Background: an optimization exercise with open tools, aiming at small area, a short achievable clock period and few clock cycles per item. Do not read the settings as production practice.
At most, simulation tests tie the RTL to the original design; equivalence was not proved.
Power is estimated from default activity; no workload was simulated.

job 1729:
==> flow/design.v <==
module cptv_decoder (
    input  wire        clk,
    input  wire        rst,           
    input  wire        cmd_valid,
    output wire        cmd_ready,
    input  wire [4:0]  cmd_width,     
    input  wire [15:0] cmd_count,     
    input  wire        cmd_hist,      
    output reg         cmd_err,       
    input  wire        in_valid,
    output wire        in_ready,
    input  wire [31:0] in_data,
    input  wire        h_valid,
    output wire        h_ready,
    input  wire [15:0] h_data,
    output reg         out_valid,
    input  wire        out_ready,
    output reg  [15:0] out_data,
    output reg         out_last
);
    reg        idle;          
    reg        chk;           
    reg        dec;           
    reg        hist;
    reg [3:0]  wm1;           
    reg [15:0] sl;            
    reg        last_q;        
    reg [15:0] hq0, hq1, hq2, hq3;    
    reg [2:0]  hc;                    
    reg [3:0]  q;             
    reg [4:0]  e;             
    reg        pop_q;         
    reg [1:0]  k2;            
    reg        in_rdy;
    reg [15:0] rr;            
    reg        r_valid, r_last;
    reg [15:0] acc;           
    reg        a_valid, a_last;
    reg [15:0] hb;            
    reg        hbv;
    reg        h_rdy;
    reg        sk_valid;      
    reg [15:0] sk_data;
    reg        sk_last;
    assign cmd_ready = idle;
    assign in_ready  = in_rdy;
    assign h_ready   = h_rdy;
    wire cmd_ok   = (cmd_width != 5'd0) && (!cmd_width[4] || cmd_width[3:0] == 4'd0) &&
                    (cmd_count != 16'd0);
    wire cmd_fire = cmd_valid && idle;
    wire have = (hc != 3'd0) && (!e[4] || hc[2] || hc[1]);
    wire s2 = a_valid && (!hist || hbv) && !sk_valid;   
    wire s1 = r_valid && (!a_valid || s2);              
    wire s0 = dec && have && (!r_valid || s1);          
    wire [30:0] cat  = {hq0, hq1[15:1]};                
    wire [45:0] catx = {15'd0, cat} << e;
    wire [15:0] raw  = catx[45:30];                     
    wire        sign = hq0[~q];                         
    reg  [15:0] resid;
    integer j;
    always @(*)
        for (j = 0; j < 16; j = j + 1)
            resid[j] = (j <= wm1) ? raw[j] : sign;
    wire [15:0] sample = acc + hb;
    wire out_free = !out_valid || out_ready;
    wire       pop   = s0 && pop_q;
    wire       lastc = s0 && last_q;
    wire       sl_is2 = (sl == 16'd2);
    wire [5:0] u    = {1'b0, e} + {2'b0, wm1} + 6'd1;              
    wire [4:0] e1   = pop_q ? u[4:0] - 5'd16 : u[4:0];
    wire [6:0] v    = {2'b0, e} + {2'b0, wm1, 1'b0} + 7'd2;        
    wire [6:0] v1   = pop_q ? v - 7'd16 : v;                       
    wire [1:0] k21  = v1[5:4];
    wire       pop1 = (e1 >= 5'd15);
    wire       push = in_valid && in_rdy;
    wire [2:0] hcp  = hc - {2'b0, pop};                 
    wire [2:0] hc_n = lastc ? 3'd0 : hcp + {1'b0, push, 1'b0};
    wire       dec_n  = dec && !lastc;
    wire [4:0] e_n    = s0 ? e1 : e;
    wire [1:0] k2_n   = s0 ? k21 : k2;
    wire       last_n = s0 ? sl_is2 : last_q;
    wire [1:0] reach  = last_n ? {1'b0, e_n[4]} : k2_n;    
    wire in_rdy_n = dec_n && (hc_n <= {1'b0, reach});
    wire r_valid_n = s0 || (r_valid && !s1);
    wire a_valid_n = s1 || (a_valid && !s2);
    wire hbv_n     = (h_valid && h_rdy) || (hbv && !(s2 && hist));
    wire sk_valid_n = sk_valid ? !out_free : (s2 && !out_free);
    wire owed_a   = a_valid_n || r_valid_n || dec_n;     
    wire owed_b   = r_valid_n || dec_n;                   
    wire h_rdy_n  = hist &&
                    (hbv_n ? (a_valid_n && !sk_valid_n && owed_b) : owed_a);
    always @(posedge clk) begin
        if (rst) begin
            idle      <= 1'b1;
            chk       <= 1'b0;
            dec       <= 1'b0;
            hc        <= 3'd0;
            in_rdy    <= 1'b0;
            r_valid   <= 1'b0;
            a_valid   <= 1'b0;
            hbv       <= 1'b0;
            h_rdy     <= 1'b0;
            sk_valid  <= 1'b0;
            out_valid <= 1'b0;
            cmd_err   <= 1'b0;
        end else begin
            cmd_err   <= cmd_fire && !cmd_ok;
            chk       <= cmd_fire;
            hc        <= hc_n;
            r_valid   <= r_valid_n;
            a_valid   <= a_valid_n;
            hbv       <= hbv_n;
            sk_valid  <= sk_valid_n;
            if (idle) begin
                idle   <= !cmd_valid;
                in_rdy <= 1'b0;
                h_rdy  <= 1'b0;
            end else if (chk) begin
                idle   <= cmd_err;
                dec    <= !cmd_err;
                in_rdy <= !cmd_err;
                h_rdy  <= !cmd_err && hist;
            end else begin
                idle   <= s2 && a_last;
                dec    <= dec_n;
                in_rdy <= in_rdy_n;
                h_rdy  <= h_rdy_n;
            end
            if (out_free)
                out_valid <= sk_valid || s2;
        end
    end
    always @(posedge clk) begin
        if (cmd_fire) begin
            hist   <= cmd_hist;
            wm1    <= cmd_width[3:0] - 4'd1;
            sl     <= cmd_count;
            last_q <= (cmd_count == 16'd1);
        end else if (s0) begin
            sl     <= sl - 16'd1;
            last_q <= sl_is2;
        end
        if (chk) begin
            q     <= 4'd0;
            e     <= {1'b0, wm1};
            pop_q <= (wm1 == 4'd15);
            k2    <= {1'b0, wm1[3]};                    
        end else if (s0) begin
            q     <= e[3:0] + 4'd1;
            e     <= e1;
            pop_q <= pop1;
            k2    <= k21;
        end
        if (pop || hc == 3'd0)
            hq0 <= (hcp != 3'd0) ? hq1 : in_data[31:16];
        if (pop || hc <= 3'd1)
            hq1 <= (hcp >= 3'd2) ? hq2 : (hcp == 3'd1) ? in_data[31:16] : in_data[15:0];
        if (pop || hc <= 3'd2)
            hq2 <= (hcp >= 3'd3) ? hq3 : (hcp == 3'd2) ? in_data[31:16] : in_data[15:0];
        if (pop || hc <= 3'd3)
            hq3 <= in_data[15:0];
        if (s0) begin
            rr     <= resid;
            r_last <= last_q;
        end
        if (chk)
            acc <= 16'd0;
        else if (s1)
            acc <= acc + rr;
        if (s1)
            a_last <= r_last;
        if (!hbv || (s2 && hist))
            hb <= h_data & {16{hist}};
        if (out_free) begin
            if (sk_valid) begin
                out_data <= sk_data;
                out_last <= sk_last;
            end else begin
                out_data <= sample;
                out_last <= a_last;
            end
        end else if (!sk_valid) begin
            sk_data <= sample;
            sk_last <= a_last;
        end
    end
endmodule
==> flow/config.mk <==
export PLATFORM = sky130hd
export DESIGN_NAME = cptv_decoder
export DESIGN_NICKNAME = cptv_decoder
export VERILOG_FILES = /design/flow/design.v
export SDC_FILE = /design/flow/constraint.sdc
export NUM_CORES = 4
export LEC_CHECK = 0
export CAP_MARGIN = 20
export CORE_MARGIN = 2
export CORE_UTILIZATION = 40
export SETUP_SLACK_MARGIN = 4.55
export SLEW_MARGIN = 20
==> flow/constraint.sdc <==
create_clock -name core_clock -period 7.0 [get_ports {clk}]
set_input_delay 1.4000 -clock core_clock [delete_from_list [all_inputs] [get_ports {clk}]]
set_output_delay 1.4000 -clock core_clock [all_outputs]
set_load 0.01 [all_outputs]
run.sh (not shown) runs the stock make flow with config.mk's settings and CLKGATE_MAP_FILE= SYNTH_SCRIPT=/design/flow/synth_recipe.tcl, a recipe that flattens the netlist after the stock synthesis.
Job 1729 went all the way through the flow, and no timing, DRC or antenna check failed.
Input-level comparison between job 8880 and job 1729:
diff --git a/flow/design.v b/flow/design.v
--- a/flow/design.v
+++ b/flow/design.v
@@ -30,8 +30,11 @@
     reg [3:0]  q;             
     reg [4:0]  e;             
     reg        pop_q;         
     reg [1:0]  k2;            
+    reg [4:0]  eb;            
+    reg        popb;
+    reg [1:0]  k2b;
     reg        in_rdy;
     reg [15:0] rr;            
     reg        r_valid, r_last;
     reg [15:0] acc;           
@@ -65,20 +68,22 @@
     wire out_free = !out_valid || out_ready;
     wire       pop   = s0 && pop_q;
     wire       lastc = s0 && last_q;
     wire       sl_is2 = (sl == 16'd2);
-    wire [5:0] u    = {1'b0, e} + {2'b0, wm1} + 6'd1;              
-    wire [4:0] e1   = pop_q ? u[4:0] - 5'd16 : u[4:0];
-    wire [6:0] v    = {2'b0, e} + {2'b0, wm1, 1'b0} + 7'd2;        
-    wire [6:0] v1   = pop_q ? v - 7'd16 : v;                       
+    wire [4:0] ea   = chk ? {1'b0, wm1} : eb;
+    wire       pa   = chk ? (wm1 == 4'd15) : popb;
+    wire [5:0] u    = {1'b0, ea} + {2'b0, wm1} + 6'd1;             
+    wire [4:0] e1   = pa ? u[4:0] - 5'd16 : u[4:0];
+    wire [6:0] v    = {2'b0, ea} + {2'b0, wm1, 1'b0} + 7'd2;       
+    wire [6:0] v1   = pa ? v - 7'd16 : v;                          
     wire [1:0] k21  = v1[5:4];
     wire       pop1 = (e1 >= 5'd15);
     wire       push = in_valid && in_rdy;
     wire [2:0] hcp  = hc - {2'b0, pop};                 
     wire [2:0] hc_n = lastc ? 3'd0 : hcp + {1'b0, push, 1'b0};
     wire       dec_n  = dec && !lastc;
-    wire [4:0] e_n    = s0 ? e1 : e;
-    wire [1:0] k2_n   = s0 ? k21 : k2;
+    wire [4:0] e_n    = s0 ? eb : e;
+    wire [1:0] k2_n   = s0 ? k2b : k2;
     wire       last_n = s0 ? sl_is2 : last_q;
     wire [1:0] reach  = last_n ? {1'b0, e_n[4]} : k2_n;    
     wire in_rdy_n = dec_n && (hc_n <= {1'b0, reach});
     wire r_valid_n = s0 || (r_valid && !s1);
@@ -146,11 +151,16 @@
             pop_q <= (wm1 == 4'd15);
             k2    <= {1'b0, wm1[3]};                    
         end else if (s0) begin
             q     <= e[3:0] + 4'd1;
-            e     <= e1;
-            pop_q <= pop1;
-            k2    <= k21;
+            e     <= eb;
+            pop_q <= popb;
+            k2    <= k2b;
+        end
+        if (chk || s0) begin
+            eb    <= e1;
+            popb  <= pop1;
+            k2b   <= k21;
         end
         if (pop || hc == 3'd0)
             hq0 <= (hcp != 3'd0) ? hq1 : in_data[31:16];
         if (pop || hc <= 3'd1)
[summary]
On job 8880: total power is 0.41 mW higher than what job 1729 gave. Of job 8880 and job 1729, it is job 8880 that has the higher number of buffers between clock root and the deepest sink. On sequential portion of the cell area, job 1729 and job 8880 are neck and neck. Multi-input gate count for job 8880: 20 down relative to job 1729. In the reports for job 1729 and job 8880, the larger met1 track utilization from global routing belongs to job 8880. Maximum number of pins on one net before global-route repair for job 8880 is higher than for job 1729. From job 1729 to job 8880 the numbers moved as follows: cell count increased by 32 relative to the old numbers, number of placed instances, taps included stayed essentially flat.
No run of this note included a check of the RTL's function; only the layout flow was run.

========
main:
RTL: the design.v shown in full above, as it stands there.
==> flow/config.mk <==
export PLATFORM = sky130hd
export DESIGN_NAME = cptv_decoder
export DESIGN_NICKNAME = cptv_decoder
export VERILOG_FILES = /design/flow/design.v
export SDC_FILE = /design/flow/constraint.sdc
export NUM_CORES = 4
export LEC_CHECK = 0
export CAP_MARGIN = 20
export CORE_MARGIN = 2
export CORE_UTILIZATION = 40
export SETUP_SLACK_MARGIN = 4.4
export SLEW_MARGIN = 20
==> flow/constraint.sdc <==
create_clock -name core_clock -period 7.0 [get_ports {clk}]
set_input_delay 1.4000 -clock core_clock [delete_from_list [all_inputs] [get_ports {clk}]]
set_output_delay 1.4000 -clock core_clock [all_outputs]
set_load 0.01 [all_outputs]
Modified inputs, the feature branch compared to main
--- a/flow/design.v
+++ b/flow/design.v
@@ -31,6 +31,9 @@
     reg [4:0]  e;             
     reg        pop_q;         
     reg [1:0]  k2;            
+    reg [4:0]  eb;            
+    reg        popb;
+    reg [1:0]  k2b;
     reg        in_rdy;
     reg [15:0] rr;            
     reg        r_valid, r_last;
@@ -66,18 +69,20 @@
     wire       pop   = s0 && pop_q;
     wire       lastc = s0 && last_q;
     wire       sl_is2 = (sl == 16'd2);
-    wire [5:0] u    = {1'b0, e} + {2'b0, wm1} + 6'd1;              
-    wire [4:0] e1   = pop_q ? u[4:0] - 5'd16 : u[4:0];
-    wire [6:0] v    = {2'b0, e} + {2'b0, wm1, 1'b0} + 7'd2;        
-    wire [6:0] v1   = pop_q ? v - 7'd16 : v;                       
+    wire [4:0] ea   = chk ? {1'b0, wm1} : eb;
+    wire       pa   = chk ? (wm1 == 4'd15) : popb;
+    wire [5:0] u    = {1'b0, ea} + {2'b0, wm1} + 6'd1;             
+    wire [4:0] e1   = pa ? u[4:0] - 5'd16 : u[4:0];
+    wire [6:0] v    = {2'b0, ea} + {2'b0, wm1, 1'b0} + 7'd2;       
+    wire [6:0] v1   = pa ? v - 7'd16 : v;                          
     wire [1:0] k21  = v1[5:4];
     wire       pop1 = (e1 >= 5'd15);
     wire       push = in_valid && in_rdy;
     wire [2:0] hcp  = hc - {2'b0, pop};                 
     wire [2:0] hc_n = lastc ? 3'd0 : hcp + {1'b0, push, 1'b0};
     wire       dec_n  = dec && !lastc;
-    wire [4:0] e_n    = s0 ? e1 : e;
-    wire [1:0] k2_n   = s0 ? k21 : k2;
+    wire [4:0] e_n    = s0 ? eb : e;
+    wire [1:0] k2_n   = s0 ? k2b : k2;
     wire       last_n = s0 ? sl_is2 : last_q;
     wire [1:0] reach  = last_n ? {1'b0, e_n[4]} : k2_n;    
     wire in_rdy_n = dec_n && (hc_n <= {1'b0, reach});
@@ -147,9 +152,14 @@
             k2    <= {1'b0, wm1[3]};                    
         end else if (s0) begin
             q     <= e[3:0] + 4'd1;
-            e     <= e1;
-            pop_q <= pop1;
-            k2    <= k21;
+            e     <= eb;
+            pop_q <= popb;
+            k2    <= k2b;
+        end
+        if (chk || s0) begin
+            eb    <= e1;
+            popb  <= pop1;
+            k2b   <= k21;
         end
         if (pop || hc == 3'd0)
             hq0 <= (hcp != 3'd0) ? hq1 : in_data[31:16];
Findings:
Taking main as 1.0, the feature branch lands at 1.11 on number of non-clock inverters in the layout.
On the feature branch: peak ir drop on the vdd network is 12% higher than what main gave.
In the feature branch relative to main, total power had gone up by more than 10%.
The feature branch gives less synthesized cell count than main did.
Summary — worst setup slack, the feature branch relative to main: higher, by 0.22 ns.
There was hardly any difference in share of the synthesized netlist area taken by xor and xnor gates between main and the feature branch.
Count of antenna diodes in the layout came out exactly the same in the feature branch and main.
The feature branch finished all stages; the layout is clean.
Clock network area share on the feature branch is up relative to main.
No run of this note included a check of the RTL's function; only the layout flow was run.

========
cptv_decoder, a different RTL version from the one above (not shown whole).
For scale: about 200 flip-flops.
==> module cptv_decoder, before the edit <==
module cptv_decoder (
    input  wire        clk,
    input  wire        rst,           
    input  wire        cmd_valid,
    output wire        cmd_ready,
    input  wire [4:0]  cmd_width,     
    input  wire [15:0] cmd_count,     
    input  wire        cmd_hist,      
    output reg         cmd_err,       
    input  wire        in_valid,
    output wire        in_ready,
    input  wire [31:0] in_data,
    input  wire        h_valid,
    output wire        h_ready,
    input  wire [15:0] h_data,
    output reg         out_valid,
    input  wire        out_ready,
    output reg  [15:0] out_data,
    output reg         out_last
);
    reg        idle;          
    reg        chk;           
    reg        dec;           
    reg        hist;
    reg [3:0]  wm1;           
    reg [15:0] sl;            
    reg        last_q;        
    reg [31:0] w0, w1;        
    reg        v0, v1;
    reg [4:0]  p;             
    reg [5:0]  e;             
    reg        pop_q;         
    reg        c2;            
    reg        in_rdy;
    reg [15:0] rr;            
    reg        r_valid, r_last;
    reg [15:0] acc;           
    reg        a_valid, a_last;
    reg [15:0] hb;            
    reg        hbv;
    reg        h_rdy;
    reg        sk_valid;      
    reg [15:0] sk_data;
    reg        sk_last;
    assign cmd_ready = idle;
    assign in_ready  = in_rdy;
    assign h_ready   = h_rdy;
    wire cmd_ok   = (cmd_width != 5'd0) && (!cmd_width[4] || cmd_width[3:0] == 4'd0) &&
                    (cmd_count != 16'd0);
    wire cmd_fire = cmd_valid && idle;
    wire have = v0 && (!e[5] || v1);
    wire s2 = a_valid && (!hist || hbv) && !sk_valid;   
    wire s1 = r_valid && (!a_valid || s2);              
    wire s0 = dec && have && (!r_valid || s1);          
    wire [47:0] cat  = {w0, w1[31:16]};                 
    wire [62:0] catx = {15'd0, cat} << e;
    wire [15:0] raw  = catx[62:47];                     
    wire        sign = w0[~p];                          
    reg  [15:0] resid;
    integer j;
    always @(*)
        for (j = 0; j < 16; j = j + 1)
            resid[j] = (j <= wm1) ? raw[j] : sign;
    wire [15:0] sample = acc + hb;
    wire out_free = !out_valid || out_ready;
    wire       push  = in_valid && in_rdy;
    wire       pop   = s0 && pop_q;
    wire       lastc = s0 && last_q;
    wire       sl_is2 = (sl == 16'd2);
    wire [6:0] u     = {1'b0, e} + {3'b0, wm1} + 7'd1;             
    wire [6:0] t     = {1'b0, e} + {2'b0, wm1, 1'b0} + 7'd1;       
    wire [5:0] e1    = pop_q ? {1'b0, u[4:0]} : u[5:0];
    wire       pop1  = !pop_q && (u >= 7'd31);
    wire       c21   = pop_q ? (t >= 7'd63) : (t >= 7'd31);
    reg        v0_0, v1_0, v0_1, v1_1;
    always @(*) begin
        if (lastc) begin
            v0_0 = 1'b0;  v1_0 = 1'b0;
            v0_1 = 1'b0;  v1_1 = 1'b0;
        end else if (pop) begin
            v0_0 = v1;    v1_0 = 1'b0;
            v0_1 = 1'b1;  v1_1 = v1;
        end else begin
            v0_0 = v0;    v1_0 = v1;
            v0_1 = 1'b1;  v1_1 = v1 || v0;
        end
    end
    wire v0_n = push ? v0_1 : v0_0;
    wire v1_n = push ? v1_1 : v1_0;
    wire dec_n     = dec && !lastc;
    wire xing_n    = s0 ? e1[5] : e[5];
    wire c2_n      = s0 ? c21 : c2;
    wire last_n    = s0 ? sl_is2 : last_q;
    wire r_valid_n = s0 || (r_valid && !s1);
    wire a_valid_n = s1 || (a_valid && !s2);
    wire hbv_n     = (h_valid && h_rdy) || (hbv && !(s2 && hist));
    wire sk_valid_n = sk_valid ? !out_free : (s2 && !out_free);
    wire need_n   = xing_n || (c2_n && !last_n);
    wire in_rdy_0 = dec_n && (!v0_0 || (!v1_0 && need_n));
    wire in_rdy_1 = dec_n && (!v0_1 || (!v1_1 && need_n));
    wire in_rdy_n = push ? in_rdy_1 : in_rdy_0;
    wire owed_a   = a_valid_n || r_valid_n || dec_n;     
    wire owed_b   = r_valid_n || dec_n;                   
    wire h_rdy_n  = hist &&
                    (hbv_n ? (a_valid_n && !sk_valid_n && owed_b) : owed_a);
    always @(posedge clk) begin
        if (rst) begin
            idle      <= 1'b1;
            chk       <= 1'b0;
            dec       <= 1'b0;
            v0        <= 1'b0;
            v1        <= 1'b0;
            in_rdy    <= 1'b0;
            r_valid   <= 1'b0;
            a_valid   <= 1'b0;
            hbv       <= 1'b0;
            h_rdy     <= 1'b0;
            sk_valid  <= 1'b0;
            out_valid <= 1'b0;
            cmd_err   <= 1'b0;
        end else begin
            cmd_err   <= cmd_fire && !cmd_ok;
            chk       <= cmd_fire;
            v0        <= v0_n;
            v1        <= v1_n;
            r_valid   <= r_valid_n;
            a_valid   <= a_valid_n;
            hbv       <= hbv_n;
            sk_valid  <= sk_valid_n;
            if (idle) begin
                idle   <= !cmd_valid;
                in_rdy <= 1'b0;
                h_rdy  <= 1'b0;
            end else if (chk) begin
                idle   <= cmd_err;
                dec    <= !cmd_err;
                in_rdy <= !cmd_err;
                h_rdy  <= !cmd_err && hist;
            end else begin
                idle   <= s2 && a_last;
                dec    <= dec_n;
                in_rdy <= in_rdy_n;
                h_rdy  <= h_rdy_n;
            end
            if (out_free)
                out_valid <= sk_valid || s2;
        end
    end
    always @(posedge clk) begin
        if (cmd_fire) begin
            hist   <= cmd_hist;
            wm1    <= cmd_width[3:0] - 4'd1;
            sl     <= cmd_count;
            last_q <= (cmd_count == 16'd1);
            p      <= 5'd0;
            e      <= {2'b0, cmd_width[3:0] - 4'd1};
            pop_q  <= 1'b0;
            c2     <= 1'b0;
        end else if (s0) begin
            sl     <= sl - 16'd1;
            last_q <= sl_is2;
            p      <= e[4:0] + 5'd1;
            e      <= e1;
            pop_q  <= pop1;
            c2     <= c21;
        end
        if (!v0 || pop)
            w0 <= v1 ? w1 : in_data;
        if (!v1)
            w1 <= in_data;
        if (s0) begin
            rr     <= resid;
            r_last <= last_q;
        end
        if (chk)
            acc <= 16'd0;
        else if (s1)
            acc <= acc + rr;
        if (s1)
            a_last <= r_last;
        if (!hbv || (s2 && hist))
            hb <= h_data & {16{hist}};
        if (out_free) begin
            if (sk_valid) begin
                out_data <= sk_data;
                out_last <= sk_last;
            end else begin
                out_data <= sample;
                out_last <= a_last;
            end
        end else if (!sk_valid) begin
            sk_data <= sample;
            sk_last <= a_last;
        end
    end
endmodule
Settings: LEC_CHECK=0, CAP_MARGIN=20, CORE_MARGIN=2, CORE_UTILIZATION=40, SETUP_SLACK_MARGIN=4.3, SLEW_MARGIN=20; clock period 7.0 ns.
Testbench counts at the start, summed over its fixed seeds: cycles 246,500, samples 246,004.
Edit:
--- a/flow/design.v
+++ b/flow/design.v
@@ -16,13 +16,12 @@
     output reg         out_valid,
     input  wire        out_ready,
     output reg  [15:0] out_data,
     output reg         out_last
 );
     reg        idle;          
-    reg        chk;           
     reg        dec;           
     reg        hist;
     reg [3:0]  wm1;           
     reg [15:0] sl;            
     reg        last_q;        
     reg [31:0] w0, w1;        
@@ -44,13 +43,13 @@
     reg        sk_last;
     assign cmd_ready = idle;
     assign in_ready  = in_rdy;
     assign h_ready   = h_rdy;
     wire cmd_ok   = (cmd_width != 5'd0) && (!cmd_width[4] || cmd_width[3:0] == 4'd0) &&
                     (cmd_count != 16'd0);
-    wire cmd_fire = cmd_valid && idle;
+    wire cmd_take = cmd_valid && idle && cmd_ok;
     wire have = v0 && (!e[5] || v1);
     wire s2 = a_valid && (!hist || hbv) && !sk_valid;   
     wire s1 = r_valid && (!a_valid || s2);              
     wire s0 = dec && have && (!r_valid || s1);          
     wire [47:0] cat  = {w0, w1[31:16]};                 
     wire [62:0] catx = {15'd0, cat} << e;
@@ -69,88 +68,76 @@
     wire       sl_is2 = (sl == 16'd2);
     wire [6:0] u     = {1'b0, e} + {3'b0, wm1} + 7'd1;             
     wire [6:0] t     = {1'b0, e} + {2'b0, wm1, 1'b0} + 7'd1;       
     wire [5:0] e1    = pop_q ? {1'b0, u[4:0]} : u[5:0];
     wire       pop1  = !pop_q && (u >= 7'd31);
     wire       c21   = pop_q ? (t >= 7'd63) : (t >= 7'd31);
-    reg        v0_0, v1_0, v0_1, v1_1;
+    reg        v0_n, v1_n;
     always @(*) begin
         if (lastc) begin
-            v0_0 = 1'b0;  v1_0 = 1'b0;
-            v0_1 = 1'b0;  v1_1 = 1'b0;
+            v0_n = 1'b0;
+            v1_n = 1'b0;
         end else if (pop) begin
-            v0_0 = v1;    v1_0 = 1'b0;
-            v0_1 = 1'b1;  v1_1 = v1;
+            v0_n = v1 || push;
+            v1_n = v1 && push;
         end else begin
-            v0_0 = v0;    v1_0 = v1;
-            v0_1 = 1'b1;  v1_1 = v1 || v0;
+            v0_n = v0 || push;
+            v1_n = v1 || (v0 && push);
         end
     end
-    wire v0_n = push ? v0_1 : v0_0;
-    wire v1_n = push ? v1_1 : v1_0;
     wire dec_n     = dec && !lastc;
     wire xing_n    = s0 ? e1[5] : e[5];
     wire c2_n      = s0 ? c21 : c2;
     wire last_n    = s0 ? sl_is2 : last_q;
     wire r_valid_n = s0 || (r_valid && !s1);
     wire a_valid_n = s1 || (a_valid && !s2);
     wire hbv_n     = (h_valid && h_rdy) || (hbv && !(s2 && hist));
     wire sk_valid_n = sk_valid ? !out_free : (s2 && !out_free);
-    wire need_n   = xing_n || (c2_n && !last_n);
-    wire in_rdy_0 = dec_n && (!v0_0 || (!v1_0 && need_n));
-    wire in_rdy_1 = dec_n && (!v0_1 || (!v1_1 && need_n));
-    wire in_rdy_n = push ? in_rdy_1 : in_rdy_0;
-    wire owed_a   = a_valid_n || r_valid_n || dec_n;     
-    wire owed_b   = r_valid_n || dec_n;                   
+    wire in_rdy_n = dec_n && (!v0_n || (!v1_n && (xing_n || (c2_n && !last_n))));
     wire h_rdy_n  = hist &&
-                    (hbv_n ? (a_valid_n && !sk_valid_n && owed_b) : owed_a);
+                    (hbv_n ? (a_valid_n && !sk_valid_n && (r_valid_n || dec_n))
+                           : (a_valid_n || r_valid_n || dec_n));
     always @(posedge clk) begin
         if (rst) begin
             idle      <= 1'b1;
-            chk       <= 1'b0;
             dec       <= 1'b0;
             v0        <= 1'b0;
             v1        <= 1'b0;
             in_rdy    <= 1'b0;
             r_valid   <= 1'b0;
             a_valid   <= 1'b0;
             hbv       <= 1'b0;
             h_rdy     <= 1'b0;
             sk_valid  <= 1'b0;
             out_valid <= 1'b0;
             cmd_err   <= 1'b0;
         end else begin
-            cmd_err   <= cmd_fire && !cmd_ok;
-            chk       <= cmd_fire;
+            cmd_err   <= cmd_valid && idle && !cmd_ok;
             v0        <= v0_n;
             v1        <= v1_n;
             r_valid   <= r_valid_n;
             a_valid   <= a_valid_n;
             hbv       <= hbv_n;
             sk_valid  <= sk_valid_n;
             if (idle) begin
-                idle   <= !cmd_valid;
+                idle   <= !cmd_take;
+                dec    <= cmd_take;
                 in_rdy <= 1'b0;
                 h_rdy  <= 1'b0;
-            end else if (chk) begin
-                idle   <= cmd_err;
-                dec    <= !cmd_err;
-                in_rdy <= !cmd_err;
-                h_rdy  <= !cmd_err && hist;
             end else begin
                 idle   <= s2 && a_last;
                 dec    <= dec_n;
                 in_rdy <= in_rdy_n;
                 h_rdy  <= h_rdy_n;
             end
             if (out_free)
                 out_valid <= sk_valid || s2;
         end
     end
     always @(posedge clk) begin
-        if (cmd_fire) begin
+        if (idle) begin
             hist   <= cmd_hist;
             wm1    <= cmd_width[3:0] - 4'd1;
             sl     <= cmd_count;
             last_q <= (cmd_count == 16'd1);
             p      <= 5'd0;
             e      <= {2'b0, cmd_width[3:0] - 4'd1};
@@ -169,13 +156,13 @@
         if (!v1)
             w1 <= in_data;
         if (s0) begin
             rr     <= resid;
             r_last <= last_q;
         end
-        if (chk)
+        if (idle)
             acc <= 16'd0;
         else if (s1)
             acc <= acc + rr;
         if (s1)
             a_last <= r_last;
         if (!hbv || (s2 && hist))
Cell area rose by a few percent.
Power rose by roughly a tenth.
Utilization fell by 1.4 points.
Combinational power rose by well over a third.
Global-route usage rose by 1.9 points.
Register-to-register slack degrades by 0.03 ns.
Final cell count rose by roughly a tenth.
Critical path depth fell by 1.
Area after synthesis rose by a little under a tenth.
Die area rose by a little under a tenth.
Synthesized cell count rose by roughly a tenth.
Setup slack degrades by 0.029 ns.
Clock power fell by a few percent.
Testbench counts after the change, summed over its fixed seeds: cycles 246,500, samples 246,004.

[what the ideal ports hide]
No port has a modelled driver above. Below, the same layouts with a new extraction and two added sets of constraints. Step 1: set_driving_cell puts a clkbuf_16 on clk and a buf_2 on each other input, an assumption about the parent block. Step 2 also shifts input and output timing later by t, the mid clock arrival at the registers, as if the neighbouring blocks saw the same clock. Three values: ideal ports, drivers, drivers and shift; two values: the first two.
run | t, ns | setup WS [ns] | worst setup path at the end | worst slew at a driven data input, ns
job 1729 | 0.490 | 4.192 / 4.192 / 3.782 | input to register | 0.04
job 8880 | 0.577 | 4.343 / 4.343 / 3.976 | input to register | 0.05
main | 0.486 | 4.107 / 4.107 / 3.712 | input to register | 0.04
the feature branch | 0.579 | 4.323 / 4.324 / 3.767 | input to register | 0.04
the first run of note 3 | 0.488 | 4.363 / 4.363 / 4.031 | input to register | 0.04
the second run of note 3 | 0.500 | 4.334 / 4.334 / 3.925 | input to register | 0.05
After both steps setup and hold are still met in every run listed. The setup slack of the feature branch, which loses most, moves by +0.001 ns with the drivers and by -0.556 ns with both steps.
